Context: an optimization exercise on an open-source flow, tuned for small area, a short achievable clock period and few clock cycles. The choices shown serve that exercise and are no tape-out recipe.
The RTL was checked by simulation tests, not by an equivalence proof against the original design.
Power and IR drop assume default switching activity.

## flow/design.v (module list and top-level ports; edited modules follow where they fit)
// module fcs_stats: 492 lines
// module fcs_sub20: 110 lines
// module fcs_isq6: 71 lines
// module fcs_sums: 656 lines
// module fcs_tst: 341 lines
module fcs_stats (
    input             clk,
    input             rst,
    input             req_valid,
    output            req_ready,
    input      [63:0] req_word,
    input             push_valid,
    input      [15:0] push_count,
    output reg        resp_valid,
    output     [31:0] resp_res,
    output     [55:0] resp_str,
    output     [2:0]  resp_len,
    output     [2:0]  resp_fault
);
  // ...
==> flow/run.sh <==
#!/bin/bash
# synth_recipe.tcl (not shown) runs the flow's synth.tcl, then flattens the netlist and writes it again
# the make line also repeats each setting of config.mk as NAME=value (left out here)
make -C /OpenROAD-flow-scripts/flow DESIGN_CONFIG=/design/flow/config.mk WORK_HOME=/design/flow/orfs CLKGATE_MAP_FILE= SYNTH_SCRIPT=/design/flow/synth_recipe.tcl finish
==> flow/config.mk <==
export PLATFORM = sky130hd
export DESIGN_NAME = fcs_stats
export DESIGN_NICKNAME = fcs_stats
export VERILOG_FILES = /design/flow/design.v
export SDC_FILE = /design/flow/constraint.sdc
export NUM_CORES = 4
export LEC_CHECK = 0
export ABC_AREA = 1
export CAP_MARGIN = 20
export CORE_MARGIN = 2
export CORE_UTILIZATION = 45
export CTS_BUF_LIST = sky130_fd_sc_hd__clkbuf_8
export PLACE_DENSITY = 0.65
export SETUP_SLACK_MARGIN = 1.0
export SLEW_MARGIN = 20
==> flow/constraint.sdc <==
create_clock -name core_clock -period 9.0 [get_ports {clk}]
set_input_delay 1.8000 -clock core_clock [delete_from_list [all_inputs] [get_ports {clk}]]
set_output_delay 1.8000 -clock core_clock [all_outputs]
set_load 0.01 [all_outputs]
==> reports/results.md, run 1 <==
## Final layout
• **registers with the most flip-flops** rb: 128 flops, x: 24 flops, s_total: 19 flops
• **most common library cell in the layout ignoring fill and taps** nand2_1
• **layout buffering overhead excluding clock cells** 6.30%
• **post-route cell area** 0.0450 mm²
• **area-dominant cell class after layout** multi-input gates
• **Non-CTS inverters** 895
• **clock network contribution to total cell area** 2.68%
• **count of multi-input gates** 4021

## Synth
• **proportion of synthesized flip-flops having asynchronous set or reset** 0%
• **top-count cell post-synth** nand2_1
• **Yosys warning count** 8
• **average cell area after synthesis** 7.28 µm²
• **synth top area cells** edfxtp_1, fa_1, nand2_1
• **Synth Area in XOR/XNOR** 2.70%
• **main combinational cell family by area after synthesis** adder cells
• **dominant register cell in the synthesized netlist** edfxtp_1
• **multiplexer fraction of the synthesized cell area** 0.127%
• **post-synth top area share** 17.2%
• **Seq/Total Area, Yosys** 22.3%
• **number of unique standard cell types used by synthesis** 77

## Hold path
• **Worst Hold Launch** s_short[0]$_SDFF_PP0_
• **type of the most critical hold path** reg -> reg

## Timing
• **fin. max-slew vios** 0
• **final setup vio count** 0
• **tightest hold margin** 474 ps

## Power
• **PnR Total Power** 16.7 mW
• **combinational gate power** 13.5 mW
• **power share of the clock group** 8.8%
• **Seq power** 1.67 mW
• **part of the total power dissipated in sequential elements** 10.0%

## Clock tree
• **worst-skew pair later-pin latency** 730 ps

## Status
• **result of the run** complete, no violations

## Global routing
• **met3 Use GR** 3.95%

## Critical path
• **biggest cell delay along the critical path** 530 ps
• **critical path capture point** s_drift$_DFFE_PP_
• **highest net fanout along the worst path** 8
• **critical-path cell with the highest stage delay** fa_1

## Floorplan
• **die outline width** 299 µm

Testbench counts, summed over its fixed seeds: cycles 20,287.
==> run 2: changes to the inputs <==
--- a/flow/config.mk
+++ b/flow/config.mk
@@ -13,3 +13,4 @@
 export PLACE_DENSITY = 0.65
 export SETUP_SLACK_MARGIN = 1.0
 export SLEW_MARGIN = 20
+export TNS_END_PERCENT = 10
==> run 2 against run 1 <==
Count of clock-buffer cells in the layout unchanged; global-route usage about the same; register-to-register slack got worse by 170 ps; sequential cell count unchanged; routed wire length decreased by 0.22%; non-clock buffer count decreased by 5; sequential power about the same; largest cell class unchanged.
==> reports/results.md, run 2 <==
## Final layout
• **most flop-heavy register** rb, unchanged
• **commonest cells after routing, fill and taps aside** nand2_1, inv_1, nor2_1, unchanged
• **Largest register FFs** 128, unchanged
• **Finished Core Util** 51.7%, was 52.0%
• **area delta synth->final** 14.1%, was 14.6%
• **Final Net Count** 6259, was 6264
• **number of fill cells** 8439, was 8436
• **share of post-route cells with drive strength above 1** 11.3%, was 12.1%
• **footprint of the multi-input gates** 0.0272 mm², was 0.0274 mm²
• **registers with the most flip-flops** rb: 128 flops, x: 24 flops, s_total: 19 flops, unchanged
• **most common library cell in the layout ignoring fill and taps** nand2_1, unchanged
• **Storage cell area** 0.00875 mm², was 0.00876 mm²

## Timing
• **Period Utilization, post-route** 87.5%, was 84.7%
• **Total Negative Setup Slacks** 0 ps, unchanged
• **Clock Skews** 56.5 ps, was 61.8 ps
• **minimum clock period** 7870 ps, was 7620 ps
• **worst max-slew margin expressed relative to the limit** 21.1%, was 21.9%
• **final setup vio count** 0, unchanged
• **Final Hold Vio Count** 0, unchanged
• **unrepaired setup endpoints after global routing** yes, was no
• **Tightest Pin Transition** 1170 ps, about the same
• **fmax** 127 MHz, was 131 MHz
• **fin. max-slew vios** 0, unchanged

## Detailed routing
• **first-pass iteration count of the detailed router** 6, unchanged
• **total detailed-routing wirelength** 136000 µm, about the same
• **number of routed nets with antenna violations** 0, unchanged
• **mean routed wirelength per cell** 19.9 µm, about the same
• **number of remaining DRC errors** 0, unchanged
• **vias post-DR** 38400, was 38300
• **initial DRC count** 3576, was 3406
• **ratio of routed vias to standard cells** 5.63, was 5.61

## Power
• **Power Density** 363 mW/mm², was 370 mW/mm²
• **Lkg Pwr** 20.2 nW, was 20.3 nW
• **IR drop worst, VDD** 1400 µV, was 1340 µV

## Clock tree
• **Clock Root Buffer** clkbuf_8, unchanged
• **number of buffers created by CTS** 60, unchanged
• **H-Tree Level Count** 2, unchanged
• **maximum clock path buffer count** 3, unchanged
• **CTS tree** built, unchanged
• **worst-skew pair later-pin latency** 730 ps, about the same
• **Post-CTS Hold Buffers** 0, unchanged
• **Worst-path clk slew** 60 ps, about the same
• **CTS sink cnt** 324, unchanged

## Synth
• **netlist area before placement** 0.0393 mm², unchanged
• **number of unique standard cell types used by synthesis** 77, unchanged
• **average cell area after synthesis** 7.28 µm², unchanged
• **cells after synthesis** 5396, unchanged
• **proportion of synthesized flip-flops having asynchronous set or reset** 0%, unchanged
• **synth top area cells** edfxtp_1, fa_1, nand2_1, unchanged
• **Seq/Total Area, Yosys** 22.3%, unchanged
• **post-synth top area share** 17.2%, unchanged
• **dominant register cell in the synthesized netlist** edfxtp_1, unchanged
• **top-count cell post-synth** nand2_1, unchanged
• **cell types with the highest counts after synthesis** nand2_1, inv_1, nor2_1, unchanged
• **cell type with the highest aggregate area in the netlist** edfxtp_1, unchanged
• **synthesized flop and latch total** 324, unchanged
• **Yosys warning count** 8, unchanged
• **number of enable flip-flop cells after synthesis** 225, unchanged

## Critical path
• **Most Frequent Cell on Critical Path** nand2_1, was nor2_1
• **critical-path cell with the highest stage delay** clkdlybuf4s50_1, was fa_1
• **endpoint kind of the worst setup timing path** primary output, was register
• **CP Data Required Time** 7200 ps, was 9430 ps
• **worst setup path category** reg -> out, was reg -> reg
• **Worst R2R Path Depth** 42, unchanged
• **setup slack of the worst register-to-register path** 1210 ps, was 1380 ps
• **highest net fanout along the worst path** 12, was 8
• **endpoint arrival time on the critical path** 6070 ps, was 8060 ps
• **startpoint types** register, unchanged
• **biggest cell delay along the critical path** 620 ps, was 530 ps

## Hold path
• **worst hold stages** 2, unchanged
• **type of the most critical hold path** reg -> reg, unchanged

## Floorplan
• **Die Span Y** 299 µm, unchanged
• **row count** 108, unchanged
• **starting density of the core** 45.3%, unchanged
• **Die Outline Area** 0.0896 mm², unchanged
• **I/O pins** 180, unchanged
• **area inside the core boundary** 0.0866 mm², unchanged
• **die outline width** 299 µm, unchanged

## Status
• **result of the run** complete, no violations, unchanged

## Global routing
• **antenna violations before repair** 5, unchanged
• **remaining global-route overflow** 0, unchanged
• **GR Util All Layers** 29.6%, about the same
• **pin count of the biggest net entering global routing** 71, unchanged
• **wire length of the first global-routing pass** 207000 µm, about the same
• **via count of the first global-routing pass** 36100, about the same

## Place
• **global placement routability congestion** 0.999, unchanged
• **detailed-placement wirelength estimate** 108000 µm, unchanged
• **number of input and output port buffers inserted** 152, unchanged

## Run
• **Max-Cap Viols** 0, unchanged

-- run 2: cells by family after synthesis --
kind of cell	synth area share [%]
simple gates	22.6
compound gates	18.8
buf+inv	10.6
fa+ha+maj	22.8
flops	22.3
xor+xnor	2.70
mux	0.127
other cells	0.0191
-- run 2: per-layer routing --
metal  wire length, µm  part of all wire, %  track usage, %  vias up
met5                21                0.015               0        -
met4              5830                  4.3            11.5        4
met3             11500                  8.5            3.95      292
met2             60100                   44            46.6     1616
met1             58300                   43            41.3    18100
li1                  -                    -               -    18400
-- run 2: per-stage QoR --
stage / worst slack, ps / total power, mW / cells / cell area (µm²) / hold WS (ps)
finish: 1130 / 16.3 / 6822 / 44800 / 473
global route: 853 / 18.0 / 6820 / 44800 / 515
CTS: 984 / 15.8 / 6765 / 43700 / 472
detailed placement: 392 / 14.3 / 6645 / 42300 / 464
global placement: 465 / 14.2 / 6645 / 42300 / 460
floorplan: 1060 / 11.4 / 5422 / 39400 / 442
-- run 2: critical path: cells and delay by family, from the launching register on --
family,cells,cell delay (ps)
AO/OA/AOI/OAI,14,2220
AND/OR/NAND/NOR,11,1270
buffers and inverters,4,1050
flip-flops,1,410
adder cells (fa/ha/maj),1,360
XOR/XNOR,1,80
-- run 2: final cells by class --
type | instances | area share, %
Tap cell | 1155 | 3.23
Timing Repair Buffer | 312 | 6.24
Multi-Input combinational cell | 4021 | 60.7
Antenna cell | 4 | 0.0223
Inverter | 894 | 7.56
Timing Repair inverter | 1 | 0.0112
Sequential cell | 324 | 19.5
Clock inverter | 47 | 0.726
Clock buffer | 64 | 1.97
-- run 2: worst paths after layout --
kind,startpoint,end
worst max-delay path,sq_rem[0]$_DFFE_PN_,resp_res[0]
worst min-delay path,s_short[0]$_SDFF_PP0_,s_short[0]$_SDFF_PP0_
worst max register to register,s_newer[0]$_SDFF_PP0_,s_exc$_DFFE_PP_
worst min register to register,s_short[0]$_SDFF_PP0_,s_short[0]$_SDFF_PP0_
-- run 2: timing repair --
action | CTS | global route
endpoints found under the setup margin | 23 | 44
buffers inserted | 9 | 51
resized for setup | 36 | 189
pin swaps | 9 | 56
gates cloned | 0 | 2
-- run 2: power by group --
group	leakage [nW]	switching [mW]	internal, mW	total [mW]
combinational	16.7	8.85	4.27	13.1
clock	0.673	0.720	0.751	1.47
sequential	2.89	0.0304	1.64	1.67
total	20.2	9.60	6.67	16.3
==> run 3: changes to the inputs <==
--- a/flow/config.mk
+++ b/flow/config.mk
@@ -8,9 +8,9 @@
 export ABC_AREA = 1
 export CAP_MARGIN = 20
 export CORE_MARGIN = 2
-export CORE_UTILIZATION = 45
+export CORE_UTILIZATION = 35
 export CTS_BUF_LIST = sky130_fd_sc_hd__clkbuf_8
-export PLACE_DENSITY = 0.65
+export PLACE_DENSITY = 0.6
 export SETUP_SLACK_MARGIN = 1.0
 export SLEW_MARGIN = 20
 export TNS_END_PERCENT = 10
==> run 3 against run 2 <==
Still clean; register-to-register slack barely moved; via count barely moved; final cell count rose by 5.5%; first-iteration DRC count fell by 5.3%; total power rose by 4.3%; clock skew rose by 13 ps; die area rose by 28%; routed wire length rose by 4.9%.
==> reports/results.md, run 3 <==
## Clock tree
• **worst-skew pair later-pin latency** 730 ps, about the same
• **maximum clock path buffer count** 3, unchanged
• **H-Tree Level Count** 2, unchanged
• **CTS sink cnt** 324, unchanged
• **Clock Root Buffer** clkbuf_8, unchanged
• **Post-CTS Hold Buffers** 0, unchanged
• **CTS tree** built, unchanged
• **number of buffers created by CTS** 58, was 60
• **Worst-path clk slew** 70 ps, was 60 ps

## Final layout
• **footprint of the multi-input gates** 0.0277 mm², was 0.0272 mm²
• **area delta synth->final** 17.3%, was 14.1%
• **Largest register FFs** 128, unchanged
• **post-route cell area** 0.0461 mm², was 0.0448 mm²
• **number of fill cells** 11500, was 8439
• **most flop-heavy register** rb, unchanged
• **Final Net Count** 6303, was 6259
• **share of post-route cells with drive strength above 1** 13.1%, was 11.3%
• **Storage cell area** 0.00875 mm², about the same
• **commonest cells after routing, fill and taps aside** nand2_1, inv_1, nor2_1, unchanged
• **registers with the most flip-flops** rb: 128 flops, x: 24 flops, s_total: 19 flops, unchanged
• **most common library cell in the layout ignoring fill and taps** nand2_1, unchanged

## Floorplan
• **Die Outline Area** 0.115 mm², was 0.0896 mm²
• **area inside the core boundary** 0.111 mm², was 0.0866 mm²
• **row count** 122, was 108
• **die outline width** 339 µm, was 299 µm
• **I/O pins** 180, unchanged
• **Die Span Y** 339 µm, was 299 µm
• **starting density of the core** 35.4%, was 45.3%

## Timing
• **Tightest Pin Transition** 1280 ps, was 1170 ps
• **final setup vio count** 0, unchanged
• **Final Hold Vio Count** 0, unchanged
• **Period Utilization, post-route** 86.6%, was 87.5%
• **fin. max-slew vios** 0, unchanged
• **Total Negative Setup Slacks** 0 ps, unchanged
• **minimum clock period** 7790 ps, was 7870 ps
• **unrepaired setup endpoints after global routing** yes, unchanged
• **worst max-slew margin expressed relative to the limit** 13.7%, was 21.1%
• **tightest hold margin** 469 ps, was 473 ps
• **Clock Skews** 69.5 ps, was 56.5 ps
• **fmax** 128 MHz, was 127 MHz

## Critical path
• **highest net fanout along the worst path** 7, was 12
• **CP Data Required Time** 9430 ps, was 7200 ps
• **worst setup path category** reg -> reg, was reg -> out
• **startpoint types** register, unchanged
• **endpoint arrival time on the critical path** 8220 ps, was 6070 ps
• **critical-path cell with the highest stage delay** or4_4, was clkdlybuf4s50_1
• **endpoint kind of the worst setup timing path** register, was primary output
• **biggest cell delay along the critical path** 570 ps, was 620 ps
• **setup slack of the worst register-to-register path** 1210 ps, about the same

## Global routing
• **GR Util All Layers** 23.8%, was 29.6%
• **pin count of the biggest net entering global routing** 68, was 71
• **wire length of the first global-routing pass** 215000 µm, was 207000 µm
• **antenna violations before repair** 11, was 5
• **via count of the first global-routing pass** 36900, was 36100
• **remaining global-route overflow** 0, unchanged

## Power
• **part of the total power dissipated in sequential elements** 9.8%, was 10.3%
• **Lkg Pwr** 20.6 nW, was 20.2 nW
• **switching power summed over all nets** 10.1 mW, was 9.60 mW
• **power share of the clock group** 8.4%, was 9.0%
• **switching share of total power** 59.3%, was 59.0%
• **internal power consumption** 6.91 mW, was 6.67 mW
• **part of the total power dissipated in combinational logic** 81.8%, was 80.7%
• **Power Density** 369 mW/mm², was 363 mW/mm²
• **IR drop worst, VDD** 993 µV, was 1400 µV

## Synth
• **dominant register cell in the synthesized netlist** edfxtp_1, unchanged
• **number of unique standard cell types used by synthesis** 77, unchanged
• **cell types with the highest counts after synthesis** nand2_1, inv_1, nor2_1, unchanged
• **synth top area cells** edfxtp_1, fa_1, nand2_1, unchanged
• **cell type with the highest aggregate area in the netlist** edfxtp_1, unchanged
• **netlist area before placement** 0.0393 mm², unchanged
• **number of enable flip-flop cells after synthesis** 225, unchanged
• **Yosys warning count** 8, unchanged
• **top-count cell post-synth** nand2_1, unchanged
• **average cell area after synthesis** 7.28 µm², unchanged
• **proportion of synthesized flip-flops having asynchronous set or reset** 0%, unchanged
• **Seq/Total Area, Yosys** 22.3%, unchanged
• **synthesized flop and latch total** 324, unchanged
• **cells after synthesis** 5396, unchanged
• **post-synth top area share** 17.2%, unchanged

## Detailed routing
• **number of routed nets with antenna violations** 0, unchanged
• **number of remaining DRC errors** 0, unchanged
• **initial DRC count** 3385, was 3576
• **vias post-DR** 38400, about the same
• **ratio of routed vias to standard cells** 5.33, was 5.63
• **first-pass iteration count of the detailed router** 13, was 6
• **total detailed-routing wirelength** 142000 µm, was 136000 µm
• **mean routed wirelength per cell** 19.8 µm, was 19.9 µm

## Place
• **area post-placement** 0.0429 mm², was 0.0423 mm²
• **number of input and output port buffers inserted** 152, unchanged
• **global placement routability congestion** 0.989, was 0.999
• **detailed-placement wirelength estimate** 113000 µm, was 108000 µm

## Status
• **result of the run** complete, no violations, unchanged

## Run
• **Max-Cap Viols** 0, unchanged

## Hold path
• **type of the most critical hold path** reg -> reg, unchanged

## run 3: cell count changes in the layout (fill, tap and decap cells not counted), sizes merged
| cell | previous run | this run |
|---|---|---|
| buf | 159 | 204 |
| clkbuf | 67 | 66 |
| clkdlybuf4s50 | 147 | 146 |
| clkinv | 30 | 25 |
| clkinvlp | 12 | 9 |
| diode | 4 | 2 |
| dlygate4sd2 | 0 | 1 |
| inv | 897 | 904 |
| nand2 | 1091 | 1090 |
## run 3: kinds of logic after synthesis
logic type / synth area share [%]
fa+ha+maj: 22.8
compound gates: 18.8
flops: 22.3
other cells: 0.0191
mux: 0.127
simple gates: 22.6
buf+inv: 10.6
xor+xnor: 2.70
## run 3: power groups by stage
stage | Sequential (mW) | Combinational, mW | Clock, mW
final | 1.67 | 13.9 | 1.42
after global routing | 1.67 | 15.4 | 1.50
after CTS | 1.67 | 13.0 | 1.45
after detailed placement | 1.70 | 12.9 | 0
after global placement | 1.70 | 12.8 | 0
after floorplan | 1.69 | 9.72 | 0
## run 3: repair_timing
| action | 4_1_cts | 5_1_grt |
|---|---|---|
| pin swaps | 8 | 88 |
| gates cloned | 0 | 4 |
| setup buffers | 10 | 68 |
| setup endpoints to repair | 24 | 45 |
| resized for setup | 50 | 293 |
## run 3: per-stage QoR
stage | setup WS [ps] | std cells | power, mW | utilization, %
after floorplan | 1060 | 5422 | 11.4 | -
after global placement | 412 | 7004 | 14.5 | 38.7
after detailed placement | 335 | 7004 | 14.7 | 38.7
after CTS | 902 | 7121 | 16.2 | 40.0
after global routing | 748 | 7194 | 18.6 | 41.5
final | 1210 | 7195 | 17.0 | 41.5
## run 3: metal layers
layer	part of all wire, %	vias up	track usage, %
met1	42	18300	30.6
met3	6.7	275	3.14
met5	0.037	-	0
li1	-	18400	-
met4	3.9	8	8.22
met2	47	1364	40.8
## run 3: worst paths after layout
check,start,end,cells past startpoint
max,s_newer[0]$_SDFF_PP0_,s_exc$_DFFE_PP_,40
min,s_short[0]$_SDFF_PP0_,s_short[0]$_SDFF_PP0_,2
max reg2reg,s_newer[0]$_SDFF_PP0_,s_exc$_DFFE_PP_,40
min reg2reg,s_short[0]$_SDFF_PP0_,s_short[0]$_SDFF_PP0_,2
## run 3: worst max-delay path, delay by kind of cell (launching register included)
kind                       cells  cell delay, ps
AOI/OAI and AO/OA              9            1060
adders and majority gates      8            3330
buffers and inverters          8             740
DFF                            1             330
and+or+nand+nor               15            2040
## run 3: cell type report
cell class                 count  area share (%)
antenna                        2          0.0109
timing repair buffer         359            7.03
clock inverter                46           0.660
clock buffer                  61            1.82
timing repair inverter         1          0.0109
multi-input combinational   4020            60.1
inverter                     894            7.35
sequential                   324            19.0
tap                         1488            4.04
==> run 4: changes to the inputs <==
--- a/flow/config.mk
+++ b/flow/config.mk
@@ -8,9 +8,8 @@
 export ABC_AREA = 1
 export CAP_MARGIN = 20
 export CORE_MARGIN = 2
-export CORE_UTILIZATION = 35
+export CORE_UTILIZATION = 45
 export CTS_BUF_LIST = sky130_fd_sc_hd__clkbuf_8
 export PLACE_DENSITY = 0.6
-export SETUP_SLACK_MARGIN = 1.0
+export SETUP_SLACK_MARGIN = 1.25
 export SLEW_MARGIN = 20
-export TNS_END_PERCENT = 10
==> run 4 against run 3 <==
Routed wire length is 1.9% lower; sequential power hardly changed; area after synthesis stayed put; total power is 6.0% higher; highest routed layer unchanged; register-to-register slack better by 130 ps; critical path depth is 13 higher; critical endpoint is now sq_rem[13]$_DFFE_PN_; largest power group unchanged; core utilization is 12 points higher; final cell count is 4.4% lower; combinational power is 6% higher; sequential share of layout area is 0.22 points lower; cell area is 1.3% higher; die area is 22% lower.
==> reports/results.md, run 4 <==
## Synth
• **cell types with the highest counts after synthesis** nand2_1, inv_1, nor2_1, unchanged
• **average cell area after synthesis** 7.28 µm², unchanged
• **dominant register cell in the synthesized netlist** edfxtp_1, unchanged
• **number of unique standard cell types used by synthesis** 77, unchanged
• **top-count cell post-synth** nand2_1, unchanged
• **Seq/Total Area, Yosys** 22.3%, unchanged
• **synthesized flop and latch total** 324, unchanged
• **netlist area before placement** 0.0393 mm², unchanged
• **cell type with the highest aggregate area in the netlist** edfxtp_1, unchanged
• **post-synth top area share** 17.2%, unchanged
• **number of enable flip-flop cells after synthesis** 225, unchanged
• **cells after synthesis** 5396, unchanged
• **synth top area cells** edfxtp_1, fa_1, nand2_1, unchanged
• **proportion of synthesized flip-flops having asynchronous set or reset** 0%, unchanged
• **Yosys warning count** 8, unchanged

## Detailed routing
• **initial DRC count** 3220, was 3385
• **mean routed wirelength per cell** 20.3 µm, was 19.8 µm
• **first-pass iteration count of the detailed router** 6, was 13
• **ratio of routed vias to standard cells** 5.59, was 5.33
• **total detailed-routing wirelength** 140000 µm, was 142000 µm
• **vias post-DR** 38500, was 38400
• **number of remaining DRC errors** 0, unchanged
• **number of routed nets with antenna violations** 0, unchanged

## Clock tree
• **CTS sink cnt** 324, unchanged
• **CTS tree** built, unchanged
• **number of buffers created by CTS** 60, was 58
• **maximum clock path buffer count** 3, unchanged
• **worst-skew pair later-pin latency** 740 ps, was 730 ps
• **Clock Root Buffer** clkbuf_8, unchanged
• **H-Tree Level Count** 2, unchanged
• **Worst-path clk slew** 60 ps, was 70 ps

## Timing
• **worst max-slew margin expressed relative to the limit** 20.8%, was 13.7%
• **fmax** 131 MHz, was 128 MHz
• **final setup vio count** 0, unchanged
• **unrepaired setup endpoints after global routing** yes, unchanged
• **minimum clock period** 7660 ps, was 7790 ps
• **Clock Skews** 82.8 ps, was 69.5 ps
• **Period Utilization, post-route** 85.1%, was 86.6%
• **final critical-path setup slack** 1340 ps, was 1210 ps
• **fin. max-slew vios** 0, unchanged
• **Total Negative Setup Slacks** 0 ps, unchanged
• **Tightest Pin Transition** 1180 ps, was 1280 ps
• **Final Hold Vio Count** 0, unchanged

## Power
• **switching share of total power** 57.6%, was 59.3%
• **part of the total power dissipated in sequential elements** 9.3%, was 9.8%
• **switching power summed over all nets** 10.4 mW, was 10.1 mW
• **Lkg Pwr** 20.8 nW, was 20.6 nW
• **internal power consumption** 7.63 mW, was 6.91 mW
• **power share of the clock group** 8.3%, was 8.4%
• **IR drop worst, VDD** 1720 µV, was 993 µV
• **Power Density** 386 mW/mm², was 369 mW/mm²
• **part of the total power dissipated in combinational logic** 82.4%, was 81.8%

## Final layout
• **commonest cells after routing, fill and taps aside** nand2_1, inv_1, nor2_1, unchanged
• **most common library cell in the layout ignoring fill and taps** nand2_1, unchanged
• **post-route cell area** 0.0466 mm², was 0.0461 mm²
• **Largest register FFs** 128, unchanged
• **share of post-route cells with drive strength above 1** 16.1%, was 13.1%
• **number of fill cells** 8442, was 11500
• **registers with the most flip-flops** rb: 128 flops, x: 24 flops, s_total: 19 flops, unchanged
• **count of non-filler cells in the finished layout** 6877, was 7195
• **Final Net Count** 6314, was 6303
• **Finished Core Util** 53.9%, was 41.5%
• **most flop-heavy register** rb, unchanged
• **area delta synth->final** 18.8%, was 17.3%

## Place
• **area post-placement** 0.0423 mm², was 0.0429 mm²
• **Worst Setup Slack post-DPL** 50.0 ps, was 335 ps
• **detailed-placement wirelength estimate** 109000 µm, was 113000 µm
• **number of input and output port buffers inserted** 152, unchanged
• **global placement routability congestion** 0.949, was 0.989
• **placed cells** 6649, was 7004

## Run
• **Max-Cap Viols** 0, unchanged

## Global routing
• **wire length of the first global-routing pass** 210000 µm, was 215000 µm
• **GR Util All Layers** 30.0%, was 23.8%
• **antenna violations before repair** 4, was 11
• **via count of the first global-routing pass** 36000, was 36900
• **pin count of the biggest net entering global routing** 72, was 68
• **remaining global-route overflow** 0, unchanged

## Critical path
• **endpoint arrival time on the critical path** 8120 ps, was 8220 ps
• **highest net fanout along the worst path** 7, unchanged
• **critical-path cell with the highest stage delay** edfxtp_1, was or4_4
• **Most Frequent Cell on Critical Path** nand2_1
• **startpoint types** register, unchanged
• **endpoint kind of the worst setup timing path** register, unchanged
• **biggest cell delay along the critical path** 400 ps, was 570 ps
• **worst setup path category** reg -> reg, unchanged
• **CP Data Required Time** 9450 ps, was 9430 ps

## Floorplan
• **die outline width** 299 µm, was 339 µm
• **starting density of the core** 45.3%, was 35.4%
• **area inside the core boundary** 0.0866 mm², was 0.111 mm²
• **I/O pins** 180, unchanged
• **Die Outline Area** 0.0896 mm², was 0.115 mm²
• **Die Span Y** 299 µm, was 339 µm
• **row count** 108, was 122

## Status
• **result of the run** complete, no violations, unchanged

## Hold path
• **type of the most critical hold path** reg -> reg, unchanged

[run 4: cell counts after synthesis]
No cell type changed its count.
[run 4: cell families (layout without fill, tap and decap cells)]
family	count (synthesis)	count (layout)	synth area share (%)
AND/OR/NAND/NOR	2083	2083	22.6
adder cells (fa/ha/maj)	561	561	22.8
flip-flops	324	324	22.3
multiplexers	5	5	0.127
XOR/XNOR	121	121	2.70
buffers and inverters	1078	1375	10.6
AO/OA/AOI/OAI	1222	1222	18.8
other	2	31	0.0191
[run 4: repair_timing]
action / CTS / global route
setup endpoints to repair: 36 / 47
pin swaps: 25 / 167
gates resized for setup: 138 / 441
hold buffers: 0 / 0
gates cloned: 2 / 5
buffers inserted: 25 / 80
[run 4: worst paths after layout]
check / start / to / slack (ps) / cells past startpoint
min reg2reg: s_short[0]$_SDFF_PP0_ / s_short[0]$_SDFF_PP0_ / 490 / 2
max reg2reg: sq_root[1]$_DFFE_PN_ / sq_rem[13]$_DFFE_PN_ / 1340 / 53
min: s_short[0]$_SDFF_PP0_ / s_short[0]$_SDFF_PP0_ / 490 / 2
max: sq_root[1]$_DFFE_PN_ / sq_rem[13]$_DFFE_PN_ / 1340 / 53
[run 4: area by class of cell]
cell class	count	area [µm²]	share of cell area [%]
multi-input cells	4020	28400	61.0
flip-flops and latches	324	8760	18.8
inverters	894	3400	7.29
repair buffers	367	3360	7.20
well taps	1155	1450	3.10
clock buffers	63	867	1.86
clock inverters	49	358	0.767
repair inverters	2	12.5	0.0268
diodes	3	7.51	0.0161
[run 4: power groups by stage]
stage               combinational, mW  clock [mW]  sequential, mW
floorplan                        9.72           0            1.69
global placement                 12.2           0            1.70
detailed placement               12.4           0            1.70
CTS                              12.5        1.52            1.67
global route                     16.5        1.58            1.67
finish                           14.8        1.50            1.67
[run 4: per-stage QoR]
stage	hold WS (ps)	power, mW
after floorplan	442	11.4
after global placement	471	13.9
after detailed placement	475	14.1
after CTS	483	15.7
after global routing	505	19.8
final	488	18.0
[run 4: critical path: cells and delay by family (launching register included)]
family	cells	cell delay (ps)
and+or+nand+nor	21	2260
adders and majority gates	3	730
buffers and inverters	8	890
AOI/OAI and AO/OA	19	2900
DFF	1	400
xor gates and xnor gates	2	240
[run 4: metal layers]
layer / vias to the layer above / GRT usage (%) / share of wire [%]
met2: 1383 / 47.7 / 45
met5: - / 0 / 0.029
met1: 18300 / 42.5 / 45
li1: 18500 / - / -
met4: 6 / 8.61 / 3.1
met3: 246 / 4.23 / 7.4
==> run 5: changes to the inputs <==
--- a/flow/config.mk
+++ b/flow/config.mk
@@ -8,8 +8,9 @@
 export ABC_AREA = 1
 export CAP_MARGIN = 20
 export CORE_MARGIN = 2
-export CORE_UTILIZATION = 45
+export CORE_UTILIZATION = 55
 export CTS_BUF_LIST = sky130_fd_sc_hd__clkbuf_8
-export PLACE_DENSITY = 0.6
-export SETUP_SLACK_MARGIN = 1.25
+export PLACE_DENSITY = 0.7
+export SETUP_SLACK_MARGIN = 1.5
 export SLEW_MARGIN = 20
+export TNS_END_PERCENT = 5
==> run 5 against run 4 <==
Clock skew down 12 ps; register-to-register slack worse by 200 ps; sequential cell count is the same; maximum frequency decreased by 2.5%; core utilization rose by 10 points; clock power rose by 6%; first-iteration DRC count grew 20%; critical path type unchanged; cell area decreased by 3.0%; count of clock-buffer cells in the layout up 5; sequential share of layout area grew 0.57 points; global-route usage increased by 4.9 points; total power is 8.6% lower.
==> reports/results.md, run 5 <==
## Timing
• **Final Hold Vio Count** 0, unchanged
• **Period Utilization, post-route** 87.3%, was 85.1%
• **unrepaired setup endpoints after global routing** yes, unchanged
• **fmax** 127 MHz, was 131 MHz
• **Total Negative Setup Slacks** 0 ps, unchanged
• **fin. max-slew vios** 0, unchanged
• **Clock Skews** 70.8 ps, was 82.8 ps
• **tightest hold margin** 491 ps, was 488 ps
• **minimum clock period** 7860 ps, was 7660 ps
• **worst max-slew margin expressed relative to the limit** 26.6%, was 20.8%
• **Tightest Pin Transition** 1100 ps, was 1180 ps
• **final setup vio count** 0, unchanged

## Place
• **number of input and output port buffers inserted** 152, unchanged
• **global placement routability congestion** 1.00, was 0.949
• **area post-placement** 0.0420 mm², was 0.0423 mm²
• **detailed-placement wirelength estimate** 102000 µm, was 109000 µm

## Synth
• **average cell area after synthesis** 7.28 µm², unchanged
• **Seq/Total Area, Yosys** 22.3%, unchanged
• **cell type with the highest aggregate area in the netlist** edfxtp_1, unchanged
• **number of unique standard cell types used by synthesis** 77, unchanged
• **Yosys warning count** 8, unchanged
• **synthesized flop and latch total** 324, unchanged
• **cells after synthesis** 5396, unchanged
• **proportion of synthesized flip-flops having asynchronous set or reset** 0%, unchanged
• **number of enable flip-flop cells after synthesis** 225, unchanged
• **top-count cell post-synth** nand2_1, unchanged
• **netlist area before placement** 0.0393 mm², unchanged
• **synth top area cells** edfxtp_1, fa_1, nand2_1, unchanged
• **cell types with the highest counts after synthesis** nand2_1, inv_1, nor2_1, unchanged
• **dominant register cell in the synthesized netlist** edfxtp_1, unchanged
• **post-synth top area share** 17.2%, unchanged

## Final layout
• **area delta synth->final** 15.3%, was 18.8%
• **footprint of the multi-input gates** 0.0276 mm², was 0.0284 mm²
• **most flop-heavy register** rb, unchanged
• **share of post-route cells with drive strength above 1** 12.6%, was 16.1%
• **post-route cell area** 0.0453 mm², was 0.0466 mm²
• **Largest register FFs** 128, unchanged
• **commonest cells after routing, fill and taps aside** nand2_1, inv_1, nor2_1, unchanged
• **registers with the most flip-flops** rb: 128 flops, x: 24 flops, s_total: 19 flops, unchanged
• **number of fill cells** 6314, was 8442
• **Storage cell area** 0.00876 mm², about the same
• **Final Net Count** 6281, was 6314
• **most common library cell in the layout ignoring fill and taps** nand2_1, unchanged

## Status
• **result of the run** complete, no violations, unchanged

## Floorplan
• **starting density of the core** 55.8%, was 45.3%
• **Die Span Y** 271 µm, was 299 µm
• **I/O pins** 180, unchanged
• **row count** 97, was 108
• **Die Outline Area** 0.0735 mm², was 0.0896 mm²
• **area inside the core boundary** 0.0704 mm², was 0.0866 mm²
• **die outline width** 271 µm, was 299 µm

## Critical path
• **highest net fanout along the worst path** 17, was 7
• **startpoint types** register, unchanged
• **Most Frequent Cell on Critical Path** nand2_1, unchanged
• **buffers plus inverters on the worst setup path** 8, unchanged
• **CP Data Required Time** 9450 ps, about the same
• **endpoint kind of the worst setup timing path** register, unchanged
• **biggest cell delay along the critical path** 430 ps, was 400 ps
• **worst setup path category** reg -> reg, unchanged
• **crit-path leading delay family** simple AND/OR/NAND/NOR gates, was compound AO/OA/AOI/OAI gates
• **critical-path cell with the highest stage delay** o21ai_0, was edfxtp_1
• **endpoint arrival time on the critical path** 8310 ps, was 8120 ps
• **setup slack of the worst register-to-register path** 1140 ps, was 1340 ps

## Detailed routing
• **number of remaining DRC errors** 0, unchanged
• **total detailed-routing wirelength** 132000 µm, was 140000 µm
• **mean routed wirelength per cell** 19.9 µm, was 20.3 µm
• **ratio of routed vias to standard cells** 5.85, was 5.59
• **first-pass iteration count of the detailed router** 8, was 6
• **initial DRC count** 3850, was 3220
• **vias post-DR** 38800, was 38500
• **number of routed nets with antenna violations** 0, unchanged

## Global routing
• **via count of the first global-routing pass** 36500, was 36000
• **pin count of the biggest net entering global routing** 73, was 72
• **remaining global-route overflow** 0, unchanged
• **GR Util All Layers** 34.9%, was 30.0%
• **antenna violations before repair** 6, was 4
• **wire length of the first global-routing pass** 203000 µm, was 210000 µm

## Hold path
• **type of the most critical hold path** reg -> reg, unchanged

## Clock tree
• **CTS sink cnt** 324, unchanged
• **CTS tree** built, unchanged
• **number of buffers created by CTS** 59, was 60
• **H-Tree Level Count** 2, unchanged
• **Clock Root Buffer** clkbuf_8, unchanged
• **worst-skew pair later-pin latency** 730 ps, was 740 ps
• **maximum clock path buffer count** 3, unchanged
• **Worst-path clk slew** 60 ps, about the same

## Run
• **Max-Cap Viols** 0, unchanged

## Power
• **IR drop worst, VDD** 1730 µV, was 1720 µV
• **Power Density** 364 mW/mm², was 386 mW/mm²
• **Lkg Pwr** 20.5 nW, was 20.8 nW

[run 5: cell counts after synthesis]
No cell type changed its count.
[run 5: path summary, 6_finish.rpt]
kind / start / end / cells past startpoint
hold reg to reg: s_short[0]$_SDFF_PP0_ / s_short[0]$_SDFF_PP0_ / 2
setup reg to reg: sq_root[1]$_DFFE_PN_ / sq_rem[4]$_DFFE_PN_ / 45
hold / removal: s_short[0]$_SDFF_PP0_ / s_short[0]$_SDFF_PP0_ / 2
setup / recovery: sq_root[1]$_DFFE_PN_ / sq_rem[4]$_DFFE_PN_ / 45
[run 5: logic make-up after synthesis]
family	Yosys count	synth area share (%)
multiplexers	5	0.127
buffers and inverters	1078	10.6
XOR/XNOR	121	2.70
AND/OR/NAND/NOR	2083	22.6
AO/OA/AOI/OAI	1222	18.8
flip-flops	324	22.3
adder cells (fa/ha/maj)	561	22.8
other	2	0.0191
[run 5: per-layer routing]
| layer | part of all wire [%] | GRT usage [%] | wire (µm) |
|---|---|---|---|
| met1 | 43 | 48.3 | 56100 |
| met2 | 45 | 55.4 | 58800 |
| met3 | 9.6 | 6.51 | 12600 |
| met4 | 3.3 | 10.6 | 4420 |
| met5 | 0.043 | 0 | 57 |
[run 5: repair_timing]
item	CTS	global route
pin swaps	42	49
hold endpoints to repair	0	0
hold buffers	0	0
cloned	2	3
buffers inserted	49	38
setup endpoints to repair	45	50
gates resized for setup	153	177
[run 5: area by class of cell]
class	count	share of cell area, %
tap	940	2.60
clock inverter	44	0.816
multi-input combinational	4020	60.9
timing repair buffer	335	6.72
sequential	324	19.3
inverter	894	7.51
clock buffer	68	2.07
timing repair inverter	2	0.0332
antenna	1	0.00553
[run 5: stage by stage]
step	instances	total power, mW	util [%]	setup slack [ps]
CTS	6586	15.7	62.9	1150
detailed placement	6423	14.0	59.6	111
global placement	6423	13.8	59.6	229
global route	6628	18.2	64.3	637
finish	6628	16.5	64.3	1140
floorplan	5422	11.4	-	1420
[run 5: power breakdown]
group | switching [mW] | leakage (nW) | internal, mW
clock network | 0.740 | 0.747 | 0.850
registers | 0.0299 | 2.89 | 1.64
logic | 8.77 | 16.9 | 4.43
[run 5: worst register-to-register path, delay by kind of cell, from the launching register on]
kind	cells	cell delay (ps)
AOI/OAI and AO/OA	13	1920
DFF	1	400
buffers and inverters	8	1110
and+or+nand+nor	20	2870
adders and majority gates	4	1300
==> module fcs_stats, before the edit <==
module fcs_stats (
    input             clk,
    input             rst,
    input             req_valid,
    output            req_ready,
    input      [63:0] req_word,
    input             push_valid,
    input      [15:0] push_count,
    output reg        resp_valid,
    output     [31:0] resp_res,
    output     [55:0] resp_str,
    output     [2:0]  resp_len,
    output     [2:0]  resp_fault
);
    localparam CAP = 8, SHORT = 4, W_HIGH = 4, T_UP = 100, T_DOWN = 80;
    localparam OP_RB_COPY      = 5'h0B;
    localparam OP_RB_SELECT    = 5'h0C;
    localparam OP_RB_STATS     = 5'h0D;
    localparam OP_RB_EXCURSION = 5'h0E;
    localparam OP_RB_DRIFT     = 5'h0F;
    localparam OP_RB_SHRINK    = 5'h10;
    localparam OP_SNAP_READ    = 5'h11;
    localparam OP_ISQRT        = 5'h12;
    localparam OP_FMT          = 5'h13;
    localparam F_NONE       = 3'd0;
    localparam F_ILLEGAL_OP = 3'd1;
    localparam F_BAD_WINDOW = 3'd5;
    localparam F_STATS_UNAV = 3'd6;
    localparam F_FMT_RANGE  = 3'd7;
    localparam SQ_RA = 6;
    localparam SQ_K  = 4;
    localparam SQ_N  = 2;
    localparam SQ_F  = 16 - SQ_RA - SQ_K * SQ_N;
    reg [15:0] rb [0:CAP-1];
    reg [2:0]  cursor;
    reg [3:0]  valid;
    wire [2:0] cursor_p = push_valid ? cursor + 3'd1 : cursor;
    wire [3:0] valid_p  = (push_valid && !valid[3]) ? valid + 4'd1 : valid;
    always @(posedge clk) begin
        if (push_valid)
            rb[cursor_p] <= push_count;
    end
    reg [2:0]  c_cursor;
    reg [3:0]  c_valid;
    reg        range_hi;
    reg        s_avail;
    reg [3:0]  s_window;
    reg [18:0] s_total;
    reg [17:0] s_newer;
    reg [17:0] s_short;
    reg [15:0] s_rlong;
    reg        busy;           
    reg        st1;            
    reg        fl_e, fl_d;     
    reg        dr_wait;        
    reg        s_exc, s_drift;
    reg        dv_run;         
    reg [2:0]  dv_cnt;
    reg        sq_run;
    reg [1:0]  sq_cnt;
    reg [2:0]  fault_r;
    reg [3:0]  small_r;
    reg        t_snap, t_exc, t_drift, t_sqrt;
    reg [3:0]  snap_sel;
    reg [2:0]  f_p, f_d;
    reg [23:0] x;              
    reg [16:0] sq_rem;
    reg [15:0] sq_root;
    assign req_ready = !busy;
    wire accept = req_valid && !busy;
    wire [4:0]  op  = req_word[63:59];
    wire [10:0] rsv = req_word[58:48];
    wire [7:0]  opc = req_word[47:40];
    wire [7:0]  opb = req_word[39:32];
    wire [31:0] opa = req_word[31:0];
    reg legal;
    always @(*) begin
        case (op)
            OP_RB_COPY, OP_RB_EXCURSION, OP_RB_DRIFT, OP_RB_SHRINK:
                legal = (rsv == 0) && (opc == 0) && (opb == 0) && (opa == 0);
            OP_RB_SELECT, OP_RB_STATS, OP_ISQRT:
                legal = (rsv == 0) && (opc == 0) && (opb == 0);
            OP_SNAP_READ:
                legal = (rsv == 0) && (opc == 0) && (opa == 0) && (opb <= 8'd12);
            OP_FMT:
                legal = (rsv == 0);
            default:
                legal = 1'b0;
        endcase
    end
    reg next_hi;
    always @(*) begin
        next_hi = range_hi;
        if (!range_hi && opa > T_UP)
            next_hi = 1'b1;
        else if (range_hi && opa < T_DOWN)
            next_hi = 1'b0;
    end
    wire [3:0] sel_base   = next_hi ? W_HIGH : CAP;
    wire [3:0] sel_window = (sel_base < c_valid) ? sel_base : c_valid;
    wire       opa_small = (opa[31:4] == 28'd0);
    wire       win_bad   = !opa_small || (opa[3:0] < SHORT) || (opa[3:0] > c_valid);
    reg fmt_vok;
    always @(*) begin
        case (opc[2:0])
            3'd1:    fmt_vok = opa < 32'd10;
            3'd2:    fmt_vok = opa < 32'd100;
            3'd3:    fmt_vok = opa < 32'd1000;
            3'd4:    fmt_vok = opa < 32'd10000;
            3'd5:    fmt_vok = opa < 32'd100000;
            default: fmt_vok = opa < 32'd1000000;
        endcase
    end
    wire fmt_ok = (opc >= 8'd1) && (opc <= 8'd6) && (opb <= 8'd6) &&
                  (opb < opc) && fmt_vok;
    function [32:0] sq_row;    
        input [16:0] rem;
        input [15:0] root;
        input [1:0]  bits;
        reg   [18:0] rs;
        reg   [17:0] tr;
        reg   [19:0] df;
        begin
            rs = {rem, bits};
            tr = {root, 2'b01};
            df = {1'b0, rs} - {2'b0, tr};
            if (!df[19])
                sq_row = {df[16:0], root[14:0], 1'b1};
            else
                sq_row = {rs[16:0], root[14:0], 1'b0};
        end
    endfunction
    wire [2:0] ra6_r;
    wire [3:0] ra6_m;
    fcs_isq6 u_isq6 (.v(opa[31:26]), .r(ra6_r), .m(ra6_m));
    reg [16:0] ra_rem;  reg [15:0] ra_root;
    reg [16:0] it_rem;  reg [15:0] it_root;
    reg [15:0] fi_root;      
    integer r;
    always @(*) begin
        ra_rem = {13'd0, ra6_m}; ra_root = {13'd0, ra6_r};
        for (r = 3; r < SQ_RA; r = r + 1)
            {ra_rem, ra_root} = sq_row(ra_rem, ra_root, opa[31 - 2*r -: 2]);
        it_rem = sq_rem; it_root = sq_root;
        fi_root = sq_root;
        for (r = 0; r < SQ_K; r = r + 1) begin
            {it_rem, it_root} = sq_row(it_rem, it_root, x[23 - 2*r -: 2]);
            if (r == SQ_F - 1)
                fi_root = it_root;
        end
    end
    reg  [3:0]  a_sel, a_mn, a_mf;
    reg  [3:0]  st_sel, st_mn, st_mf;
    reg  [2:0]  age;
    integer j;
    always @(*) begin
        for (j = 0; j < 4; j = j + 1) begin
            age      = c_cursor - j[2:0];
            a_sel[j] = age[2];
            a_mn[j]  = (age[1:0] < 2'd2) ||
                       ((opa[3] || (opa[2] && opa[1])) && age[1:0] == 2'd2) ||
                       (opa[3] && age[1:0] == 2'd3);
            a_mf[j]  = opa[3] || (opa[2] && (age[1:0] < opa[1:0]));
        end
    end
    reg [15:0] nv [0:3];
    reg [15:0] nm [0:3];
    reg [15:0] fm [0:3];
    always @(*) begin
        for (j = 0; j < 4; j = j + 1) begin
            nv[j] = st_sel[j] ? rb[j + 4] : rb[j];
            nm[j] = nv[j] & {16{st_mn[j]}};
            fm[j] = (st_sel[j] ? rb[j] : rb[j + 4]) & {16{st_mf[j]}};
        end
    end
    wire [17:0] sum_short, sum_newer;
    wire [18:0] sum_total;
    fcs_sums u_sums (.n0(nv[0]), .n1(nv[1]), .n2(nv[2]), .n3(nv[3]),
                     .f0(fm[0]), .f1(fm[1]), .f2(fm[2]), .f3(fm[3]),
                     .m0(nm[0]), .m1(nm[1]), .m2(nm[2]), .m3(nm[3]),
                     .short(sum_short), .total(sum_total), .newer(sum_newer));
    function [3:0] div_st;    
        input [2:0] rm;
        input       b;
        input [2:0] w;
        reg   [3:0] t;
        begin
            t = {rm, b};
            if (t >= {1'b0, w})
                div_st = {1'b1, t[2:0] - w};
            else
                div_st = {1'b0, t[2:0]};
        end
    endfunction
    reg [2:0] dv_rm;
    reg [3:0] dv_q;
    integer   d;
    always @(*) begin
        dv_rm = sq_rem[2:0];
        for (d = 0; d < 4; d = d + 1)
            {dv_q[3 - d], dv_rm} = div_st(dv_rm, x[23 - d], s_window[2:0]);
    end
    wire [18:0] s_older  = s_total - {1'b0, s_newer};
    wire [15:0] s_rshort = s_short[17:2];
    wire        s_tolv   = (s_total != 19'd0);
    reg  [6:0]  s_tol;
    always @(*) begin
        if      (s_total == 19'd0)  s_tol = 7'd0;
        else if (s_total < 19'd4)    s_tol = 7'd100;
        else if (s_total < 19'd9)    s_tol = 7'd50;
        else if (s_total < 19'd16)   s_tol = 7'd33;
        else if (s_total < 19'd25)   s_tol = 7'd25;
        else if (s_total < 19'd36)   s_tol = 7'd20;
        else if (s_total < 19'd49)   s_tol = 7'd16;
        else if (s_total < 19'd64)   s_tol = 7'd14;
        else if (s_total < 19'd81)   s_tol = 7'd12;
        else if (s_total < 19'd100)  s_tol = 7'd11;
        else if (s_total < 19'd121)  s_tol = 7'd10;
        else if (s_total < 19'd144)  s_tol = 7'd9;
        else if (s_total < 19'd169)  s_tol = 7'd8;
        else if (s_total < 19'd225)  s_tol = 7'd7;
        else if (s_total < 19'd289)  s_tol = 7'd6;
        else if (s_total < 19'd441)  s_tol = 7'd5;
        else if (s_total < 19'd676)  s_tol = 7'd4;
        else if (s_total < 19'd1156) s_tol = 7'd3;
        else if (s_total < 19'd2601) s_tol = 7'd2;
        else if (s_total < 19'd10201) s_tol = 7'd1;
        else                          s_tol = 7'd0;
    end
    wire [19:0] eD, dD;
    fcs_sub20 u_esub (.a({4'd0, s_rlong}), .b({4'd0, s_rshort}), .d(eD));
    fcs_sub20 u_dsub (.a({1'b0, s_newer, 1'b0}), .b({1'b0, s_total}), .d(dD));
    wire [19:0] tD  = fl_e ? eD : dD;
    wire        tS  = tD[19];
    wire [18:0] tX  = tD[18:0] ^ {19{tS}};
    wire        tBig = (tX[18:11] != 8'd0) || (tS && (tX[10:0] == 11'h7FF));
    wire [13:0] thr = s_rlong[15:2];
    wire [23:0] tR1 = fl_e ? ~{6'd0, thr, 4'd0} : ~{2'd0, s_total, 3'd0};
    wire [23:0] tR2 = fl_e ? ~{8'd0, thr, 2'd0} : {5'd0, s_total};
    wire        tNeg;
    fcs_tst u_tst (.e(tX[10:0]), .s(tS), .r1(tR1), .r2(tR2), .c0(fl_e), .neg(tNeg));
    wire        t_fire = tBig || !tNeg;
    reg [31:0] snap_val;
    always @(*) begin
        case (snap_sel)
            4'd0:    snap_val = {31'd0, s_avail};
            4'd1:    snap_val = {28'd0, s_window};
            4'd2:    snap_val = {13'd0, s_total};
            4'd3:    snap_val = {14'd0, s_newer};
            4'd4:    snap_val = {13'd0, s_older};
            4'd5:    snap_val = {14'd0, s_short};
            4'd6:    snap_val = {16'd0, s_rlong};
            4'd7:    snap_val = {16'd0, s_rshort};
            4'd8:    snap_val = {25'd0, s_tol};
            4'd9:    snap_val = {31'd0, s_tolv};
            4'd10:   snap_val = {31'd0, range_hi};
            4'd11:   snap_val = {29'd0, c_cursor};
            default: snap_val = {28'd0, c_valid};
        endcase
    end
    function [3:0] add3;
        input [3:0] dg;
        case (dg)
            4'd5:    add3 = 4'd8;
            4'd6:    add3 = 4'd9;
            4'd7:    add3 = 4'd10;
            4'd8:    add3 = 4'd11;
            4'd9:    add3 = 4'd12;
            default: add3 = dg;
        endcase
    endfunction
    function [23:0] bin2bcd;
        input [19:0] v;
        reg   [23:0] b;
        integer i, k;
        begin
            b = 24'd0;
            for (i = 19; i >= 0; i = i - 1) begin
                for (k = 0; k < 6; k = k + 1)
                    b[4*k +: 4] = add3(b[4*k +: 4]);
                b = {b[22:0], v[i]};
            end
            bin2bcd = b;
        end
    endfunction
    wire [2:0]  ipart   = f_d - f_p;
    wire        has_dot = (f_p != 3'd0);
    wire [2:0]  fmt_len = has_dot ? f_d + 3'd1 : f_d;
    reg  [5:0]  blank;       
    reg  [55:0] fmt_str;
    reg         zpre;
    reg  [2:0]  sl;
    reg  [3:0]  nib;
    reg         bl, isdot, inr;
    integer     s, k;
    always @(*) begin
        zpre = 1'b1;
        for (s = 0; s < 6; s = s + 1) begin
            zpre     = zpre && (x[23 - 4*s -: 4] == 4'd0);
            blank[s] = zpre && ({1'b0, s[2:0]} + 4'd1 < {1'b0, ipart});
        end
        for (k = 0; k < 7; k = k + 1) begin
            isdot = has_dot && (ipart == k[2:0]);
            sl    = (has_dot && k[2:0] > ipart) ? k[2:0] - 3'd1 : k[2:0];
            case (sl)
                3'd0:    begin nib = x[23:20]; bl = blank[0]; end
                3'd1:    begin nib = x[19:16]; bl = blank[1]; end
                3'd2:    begin nib = x[15:12]; bl = blank[2]; end
                3'd3:    begin nib = x[11:8];  bl = blank[3]; end
                3'd4:    begin nib = x[7:4];   bl = blank[4]; end
                default: begin nib = x[3:0];   bl = blank[5]; end
            endcase
            inr   = (k[2:0] < fmt_len);
            fmt_str[55 - 8*k -: 8] = !inr ? 8'h00 : isdot ? 8'h2E : bl ? 8'h20 : {4'h3, nib};
        end
    end
    assign resp_fault = fault_r;
    assign resp_res   = t_snap  ? snap_val :
                        t_exc   ? {31'd0, s_exc} :
                        t_drift ? {31'd0, s_drift} :
                        t_sqrt  ? {16'd0, fi_root} :
                        {28'd0, small_r};
    assign resp_str   = fmt_str;
    assign resp_len   = fmt_len;
    always @(posedge clk) begin
        if (rst) begin
            resp_valid <= 1'b0;
            busy       <= 1'b0;
            st1        <= 1'b0;
            fl_e       <= 1'b0;
            fl_d       <= 1'b0;
            dr_wait    <= 1'b0;
            dv_run     <= 1'b0;
            sq_run     <= 1'b0;
            cursor     <= 3'd7;
            valid      <= 4'd0;
            c_cursor   <= 3'd7;
            c_valid    <= 4'd0;
            range_hi   <= 1'b0;
            s_avail    <= 1'b0;
            s_window   <= 4'd0;
            s_total    <= 19'd0;
            s_newer    <= 18'd0;
            s_short    <= 18'd0;
            s_rlong    <= 16'd0;
        end else begin
            resp_valid <= 1'b0;
            cursor <= cursor_p;
            valid  <= valid_p;
            st1  <= 1'b0;
            fl_e <= 1'b0;
            fl_d <= fl_e;
            if (fl_e)
                s_exc <= t_fire;
            else if (fl_d)
                s_drift <= t_fire;
            if (dr_wait) begin
                dr_wait    <= 1'b0;
                busy       <= 1'b0;
                resp_valid <= 1'b1;
            end
            if (st1) begin
                s_short <= sum_short;
                s_newer <= sum_newer;
                s_total <= sum_total;
                if (s_window[3] || s_window[2:0] == 3'd4) begin
                    s_rlong    <= s_window[3] ? sum_total[18:3] : sum_total[17:2];
                    fl_e       <= 1'b1;
                    busy       <= 1'b0;
                    resp_valid <= 1'b1;
                end else begin
                    x      <= {1'b0, sum_total, 4'd0};
                    sq_rem <= 17'd0;
                    dv_cnt <= 3'd0;
                    dv_run <= 1'b1;
                end
            end
            if (dv_run) begin
                s_rlong <= {s_rlong[11:0], dv_q};
                sq_rem  <= {14'd0, dv_rm};
                x       <= {x[19:0], 4'd0};
                dv_cnt  <= dv_cnt + 3'd1;
                if (dv_cnt == 3'd4) begin
                    dv_run     <= 1'b0;
                    fl_e       <= 1'b1;
                    busy       <= 1'b0;
                    resp_valid <= 1'b1;
                end
            end
            if (sq_run) begin
                sq_rem  <= it_rem;
                sq_root <= it_root;
                x       <= {x[23 - 2*SQ_K:0], {(2*SQ_K){1'b0}}};
                sq_cnt  <= sq_cnt + 2'd1;
                if (sq_cnt == SQ_N - 1) begin
                    sq_run     <= 1'b0;
                    busy       <= 1'b0;
                    resp_valid <= 1'b1;
                end
            end
            if (accept) begin
                fault_r <= F_NONE;
                small_r <= 4'd0;
                t_snap  <= 1'b0;
                t_exc   <= 1'b0;
                t_drift <= 1'b0;
                t_sqrt  <= 1'b0;
                f_p     <= 3'd0;
                f_d     <= 3'd0;
                resp_valid <= 1'b1;
                if (!legal) begin
                    fault_r <= F_ILLEGAL_OP;
                end else begin
                    case (op)
                    OP_RB_COPY: begin
                        c_cursor <= cursor_p;
                        c_valid  <= valid_p;
                    end
                    OP_RB_SELECT: begin
                        range_hi <= next_hi;
                        small_r  <= sel_window;
                    end
                    OP_RB_STATS: begin
                        if (c_valid < SHORT) begin
                            s_avail  <= 1'b0;
                            s_window <= 4'd0;
                            s_total  <= 19'd0;
                            s_newer  <= 18'd0;
                            s_short  <= 18'd0;
                            s_rlong  <= 16'd0;
                        end else if (win_bad) begin
                            fault_r <= F_BAD_WINDOW;
                        end else begin
                            s_avail  <= 1'b1;
                            s_window <= opa[3:0];
                            small_r  <= 4'd1;
                            st_sel     <= a_sel;
                            st_mn      <= a_mn;
                            st_mf      <= a_mf;
                            st1        <= 1'b1;
                            busy       <= 1'b1;
                            resp_valid <= 1'b0;
                        end
                    end
                    OP_RB_EXCURSION: begin
                        if (!s_avail) fault_r <= F_STATS_UNAV;
                        else          t_exc   <= 1'b1;
                    end
                    OP_RB_DRIFT: begin
                        if (!s_avail) begin
                            fault_r <= F_STATS_UNAV;
                        end else begin
                            t_drift <= 1'b1;
                            if (fl_e) begin
                                dr_wait    <= 1'b1;
                                busy       <= 1'b1;
                                resp_valid <= 1'b0;
                            end
                        end
                    end
                    OP_RB_SHRINK: begin
                        valid <= (valid_p > SHORT) ? SHORT : valid_p;
                    end
                    OP_SNAP_READ: begin
                        t_snap   <= 1'b1;
                        snap_sel <= opb[3:0];
                    end
                    OP_ISQRT: begin
                        t_sqrt     <= 1'b1;
                        sq_rem     <= ra_rem;
                        sq_root    <= ra_root;
                        x          <= {opa[31 - 2*SQ_RA:0], {(24 - 32 + 2*SQ_RA){1'b0}}};
                        sq_cnt     <= 2'd0;
                        sq_run     <= 1'b1;
                        busy       <= 1'b1;
                        resp_valid <= 1'b0;
                    end
                    default: begin   
                        if (!fmt_ok) begin
                            fault_r <= F_FMT_RANGE;
                        end else begin
                            x     <= bin2bcd(opa[19:0]) << (4 * (3'd6 - opc[2:0]));
                            f_p   <= opb[2:0];
                            f_d   <= opc[2:0];
                        end
                    end
                    endcase
                end
            end
        end
    end
endmodule
==> run 6: changes to the inputs <==
--- a/flow/design.v
+++ b/flow/design.v
@@ -27,9 +27,9 @@
     localparam F_BAD_WINDOW = 3'd5;
     localparam F_STATS_UNAV = 3'd6;
     localparam F_FMT_RANGE  = 3'd7;
-    localparam SQ_RA = 6;
-    localparam SQ_K  = 4;
-    localparam SQ_N  = 2;
+    localparam SQ_RA = 5;
+    localparam SQ_K  = 3;
+    localparam SQ_N  = 3;
     localparam SQ_F  = 16 - SQ_RA - SQ_K * SQ_N;
     reg [15:0] rb [0:CAP-1];
     reg [2:0]  cursor;
@@ -51,9 +51,7 @@
     reg [15:0] s_rlong;
     reg        busy;           
     reg        st1;            
-    reg        fl_e, fl_d;     
-    reg        dr_wait;        
-    reg        s_exc, s_drift;
+    reg        st2;            
     reg        dv_run;         
     reg [2:0]  dv_cnt;
     reg        sq_run;
@@ -230,15 +228,18 @@
     wire [19:0] eD, dD;
     fcs_sub20 u_esub (.a({4'd0, s_rlong}), .b({4'd0, s_rshort}), .d(eD));
     fcs_sub20 u_dsub (.a({1'b0, s_newer, 1'b0}), .b({1'b0, s_total}), .d(dD));
-    wire [19:0] tD  = fl_e ? eD : dD;
-    wire        tS  = tD[19];
-    wire [18:0] tX  = tD[18:0] ^ {19{tS}};
-    wire        tBig = (tX[18:11] != 8'd0) || (tS && (tX[10:0] == 11'h7FF));
+    wire [18:0] eX = eD[18:0] ^ {19{eD[19]}};
+    wire [18:0] dX = dD[18:0] ^ {19{dD[19]}};
+    wire [12:0] eQ = {(eX[18:11] != 8'd0) || (eD[19] && (eX[10:0] == 11'h7FF)), eD[19], eX[10:0]};
+    wire [12:0] dQ = {(dX[18:11] != 8'd0) || (dD[19] && (dX[10:0] == 11'h7FF)), dD[19], dX[10:0]};
+    reg  [12:0] s_de, s_dd;
+    wire [12:0] tQ  = t_exc ? s_de : s_dd;
+    wire        tBig = tQ[12];
     wire [13:0] thr = s_rlong[15:2];
-    wire [23:0] tR1 = fl_e ? ~{6'd0, thr, 4'd0} : ~{2'd0, s_total, 3'd0};
-    wire [23:0] tR2 = fl_e ? ~{8'd0, thr, 2'd0} : {5'd0, s_total};
+    wire [23:0] tR1 = t_exc ? ~{6'd0, thr, 4'd0} : ~{2'd0, s_total, 3'd0};
+    wire [23:0] tR2 = t_exc ? ~{8'd0, thr, 2'd0} : {5'd0, s_total};
     wire        tNeg;
-    fcs_tst u_tst (.e(tX[10:0]), .s(tS), .r1(tR1), .r2(tR2), .c0(fl_e), .neg(tNeg));
+    fcs_tst u_tst (.e(tQ[10:0]), .s(tQ[11]), .r1(tR1), .r2(tR2), .c0(t_exc), .neg(tNeg));
     wire        t_fire = tBig || !tNeg;
     reg [31:0] snap_val;
     always @(*) begin
@@ -316,8 +317,7 @@
     end
     assign resp_fault = fault_r;
     assign resp_res   = t_snap  ? snap_val :
-                        t_exc   ? {31'd0, s_exc} :
-                        t_drift ? {31'd0, s_drift} :
+                        (t_exc || t_drift) ? {31'd0, t_fire} :
                         t_sqrt  ? {16'd0, fi_root} :
                         {28'd0, small_r};
     assign resp_str   = fmt_str;
@@ -327,9 +327,7 @@
             resp_valid <= 1'b0;
             busy       <= 1'b0;
             st1        <= 1'b0;
-            fl_e       <= 1'b0;
-            fl_d       <= 1'b0;
-            dr_wait    <= 1'b0;
+            st2        <= 1'b0;
             dv_run     <= 1'b0;
             sq_run     <= 1'b0;
             cursor     <= 3'd7;
@@ -348,16 +346,10 @@
             cursor <= cursor_p;
             valid  <= valid_p;
             st1  <= 1'b0;
-            fl_e <= 1'b0;
-            fl_d <= fl_e;
-            if (fl_e)
-                s_exc <= t_fire;
-            else if (fl_d)
-                s_drift <= t_fire;
-            if (dr_wait) begin
-                dr_wait    <= 1'b0;
-                busy       <= 1'b0;
-                resp_valid <= 1'b1;
+            st2 <= 1'b0;
+            if (st2) begin
+                s_de <= eQ;
+                s_dd <= dQ;
             end
             if (st1) begin
                 s_short <= sum_short;
@@ -365,7 +357,7 @@
                 s_total <= sum_total;
                 if (s_window[3] || s_window[2:0] == 3'd4) begin
                     s_rlong    <= s_window[3] ? sum_total[18:3] : sum_total[17:2];
-                    fl_e       <= 1'b1;
+                    st2        <= 1'b1;
                     busy       <= 1'b0;
                     resp_valid <= 1'b1;
                 end else begin
@@ -382,7 +374,7 @@
                 dv_cnt  <= dv_cnt + 3'd1;
                 if (dv_cnt == 3'd4) begin
                     dv_run     <= 1'b0;
-                    fl_e       <= 1'b1;
+                    st2        <= 1'b1;
                     busy       <= 1'b0;
                     resp_valid <= 1'b1;
                 end
@@ -447,16 +439,8 @@
                         else          t_exc   <= 1'b1;
                     end
                     OP_RB_DRIFT: begin
-                        if (!s_avail) begin
-                            fault_r <= F_STATS_UNAV;
-                        end else begin
-                            t_drift <= 1'b1;
-                            if (fl_e) begin
-                                dr_wait    <= 1'b1;
-                                busy       <= 1'b1;
-                                resp_valid <= 1'b0;
-                            end
-                        end
+                        if (!s_avail) fault_r <= F_STATS_UNAV;
+                        else          t_drift <= 1'b1;
                     end
                     OP_RB_SHRINK: begin
                         valid <= (valid_p > SHORT) ? SHORT : valid_p;
--- a/flow/config.mk
+++ b/flow/config.mk
@@ -9,8 +9,6 @@
 export CAP_MARGIN = 20
 export CORE_MARGIN = 2
 export CORE_UTILIZATION = 55
-export CTS_BUF_LIST = sky130_fd_sc_hd__clkbuf_8
 export PLACE_DENSITY = 0.7
 export SETUP_SLACK_MARGIN = 1.5
 export SLEW_MARGIN = 20
-export TNS_END_PERCENT = 5
==> run 6 against run 5 <==
Critical path type is now reg -> out; clock skew decreased by 42 ps; highest routed layer unchanged; non-clock buffer count increased by 7; die area decreased by 2.1%; routed wire length decreased by 0.54%; largest cell class unchanged; sequential cell count increased by 22; combinational power increased by 7%; count of clock-buffer cells in the layout decreased by 4.
==> reports/results.md, run 6 <==
## Synth
• **cell type with the highest aggregate area in the netlist** edfxtp_1, unchanged
• **top-count cell post-synth** nand2_1, unchanged
• **number of unique standard cell types used by synthesis** 74, was 77
• **Yosys warning count** 8, unchanged
• **number of enable flip-flop cells after synthesis** 249, was 225
• **post-synth top area share** 19.5%, was 17.2%
• **netlist area before placement** 0.0384 mm², was 0.0393 mm²

## Critical path
• **buffers plus inverters on the worst setup path** 7, was 8
• **CP Data Required Time** 7200 ps, was 9450 ps
• **biggest cell delay along the critical path** 520 ps, was 430 ps
• **endpoint kind of the worst setup timing path** primary output, was register
• **worst setup path category** reg -> out, was reg -> reg
• **endpoint arrival time on the critical path** 5750 ps, was 8310 ps
• **critical path startpoint** t_exc$_SDFFCE_PN0P_, was sq_root[1]$_DFFE_PN_
• **crit-path leading delay family** adder cells, was simple AND/OR/NAND/NOR gates

## Final layout
• **area delta synth->final** 18.0%, was 15.3%
• **number of fill cells** 5995, was 6314
• **final antenna diode count** 0, was 1
• **share of post-route cells with drive strength above 1** 14.8%, was 12.6%
• **most flop-heavy register** rb, unchanged
• **Largest register FFs** 128, unchanged
• **Final Net Count** 6001, was 6281

## Timing
• **final setup vio count** 0, unchanged
• **Total Negative Setup Slacks** 0 ps, unchanged
• **fmax** 132 MHz, was 127 MHz
• **fin. max-slew vios** 0, unchanged
• **unrepaired setup endpoints after global routing** yes, unchanged
• **Period Utilization, post-route** 83.9%, was 87.3%
• **Clock Skews** 28.7 ps, was 70.8 ps
• **final critical-path setup slack** 1450 ps, was 1140 ps

## Global routing
• **GR Util All Layers** 35.3%, was 34.9%
• **Most Used Layer, Global Route** met2, unchanged
• **met3 Use GR** 6.56%, was 6.51%
• **met1 Track Usage GR** 48.0%, was 48.3%
• **pin count of the biggest net entering global routing** 83, was 73

## Detailed routing
• **initial DRC count** 3922, was 3850
• **first-pass iteration count of the detailed router** 6, was 8
• **number of remaining DRC errors** 0, unchanged
• **vias post-DR** 37300, was 38800

## Status
• **result of the run** complete, no violations, unchanged

## Place
• **Worst Setup Slack post-DPL** 478 ps, was 111 ps
• **number of input and output port buffers inserted** 152, unchanged
• **area post-placement** 0.0410 mm², was 0.0420 mm²

## Run
• **Max-Cap Viols** 0, unchanged

## Floorplan
• **die outline width** 268 µm, was 271 µm
• **Die Span Y** 268 µm, was 271 µm

## Clock tree
• **number of buffers created by CTS** 41, was 59

## Hold path
• **Worst Hold Launch** s_short[0]$_SDFF_PP0_, unchanged

## Power
• **PnR Total Power** 17.5 mW, was 16.5 mW

## run 6: cell types whose count changed after synthesis, moves of 20 or more
cell / delta
nand2_1: -53
ha_1: -36
o211ai_1: +20
a21oi_1: -22
inv_1: -42
nor2_1: -40
nand3_1: -24
edfxtp_1: +24
a211oi_1: -36
## run 6: worst min-delay path, stage by stage, from the launching register on
cell and delay (ps):
dfxtp_1 310, nand2_1 60, a21oi_1 50
## run 6: power by group
| part | leakage, nW | internal (mW) | switching (mW) |
|---|---|---|---|
| clock | 0.625 | 0.918 | 0.707 |
| sequential | 3.12 | 1.75 | 0.0260 |
| combinational | 16.5 | 5.08 | 9.00 |
| total | 20.3 | 7.75 | 9.73 |
## run 6: final timing paths
check / endpoint / slack (ps) / depth (start not counted)
worst min register to register: s_short[0]$_SDFF_PP0_ / 480 / 2
worst max-delay path: resp_res[0] / 1450 / 28
worst min-delay path: s_short[0]$_SDFF_PP0_ / 480 / 2
worst max register to register: x[21]$_DFFE_PN_ / 1690 / 29
## run 6: area by class of cell
| type | count | area, µm² | share of cell area, % |
|---|---|---|---|
| Tap cell | 931 | 1160 | 2.57 |
| Inverter | 839 | 3220 | 7.10 |
| Timing Repair Buffer | 342 | 3250 | 7.17 |
| Clock inverter | 10 | 78.8 | 0.174 |
| Sequential cell | 346 | 9430 | 20.8 |
| Multi-Input combinational cell | 3819 | 27000 | 59.5 |
| Timing Repair inverter | 3 | 15.0 | 0.0331 |
| Clock buffer | 64 | 1190 | 2.64 |
## run 6: cell families (layout without fill, tap and decap cells)
logic type,count (synthesis),count (layout),synth area share [%]
compound gates,1174,1174,18.3
mux,4,4,0.104
xor+xnor,139,139,3.17
flops,346,346,24.5
simple gates,1949,1949,21.6
buf+inv,1015,1258,10.2
fa+ha+maj,525,525,22.1
other cells,2,28,0.0195
## run 6: per-layer routing
layer	up-vias	share of wire, %
met3	321	9.5
met1	17600	41
li1	17600	-
met4	8	4.4
met2	1797	45
met5	-	0.042
## run 6: through the flow
step	cells	utilization (%)	hold slack, ps
floorplan	5180	-	406
detailed placement	6164	59.6	465
global placement	6164	59.6	452
global route	6354	65.8	496
CTS	6282	62.6	473
finish	6354	65.8	475
## run 6: repair_timing
action / 4_1_cts / 5_1_grt
gates resized for setup: 109 / 446
pin swaps: 60 / 170
buffers inserted: 37 / 71
setup endpoints to repair: 24 / 46
gates cloned: 7 / 1
Testbench counts of run 6, summed over its fixed seeds: cycles 21,887.

Setup slack of run 6, layout unchanged: 1.446 ns with ideal ports, 1.387 ns with driving cells assumed (clock clkbuf_16, inputs buf_2), 1.055 ns with port delays also shifted by the 0.631 ns mid clock arrival.
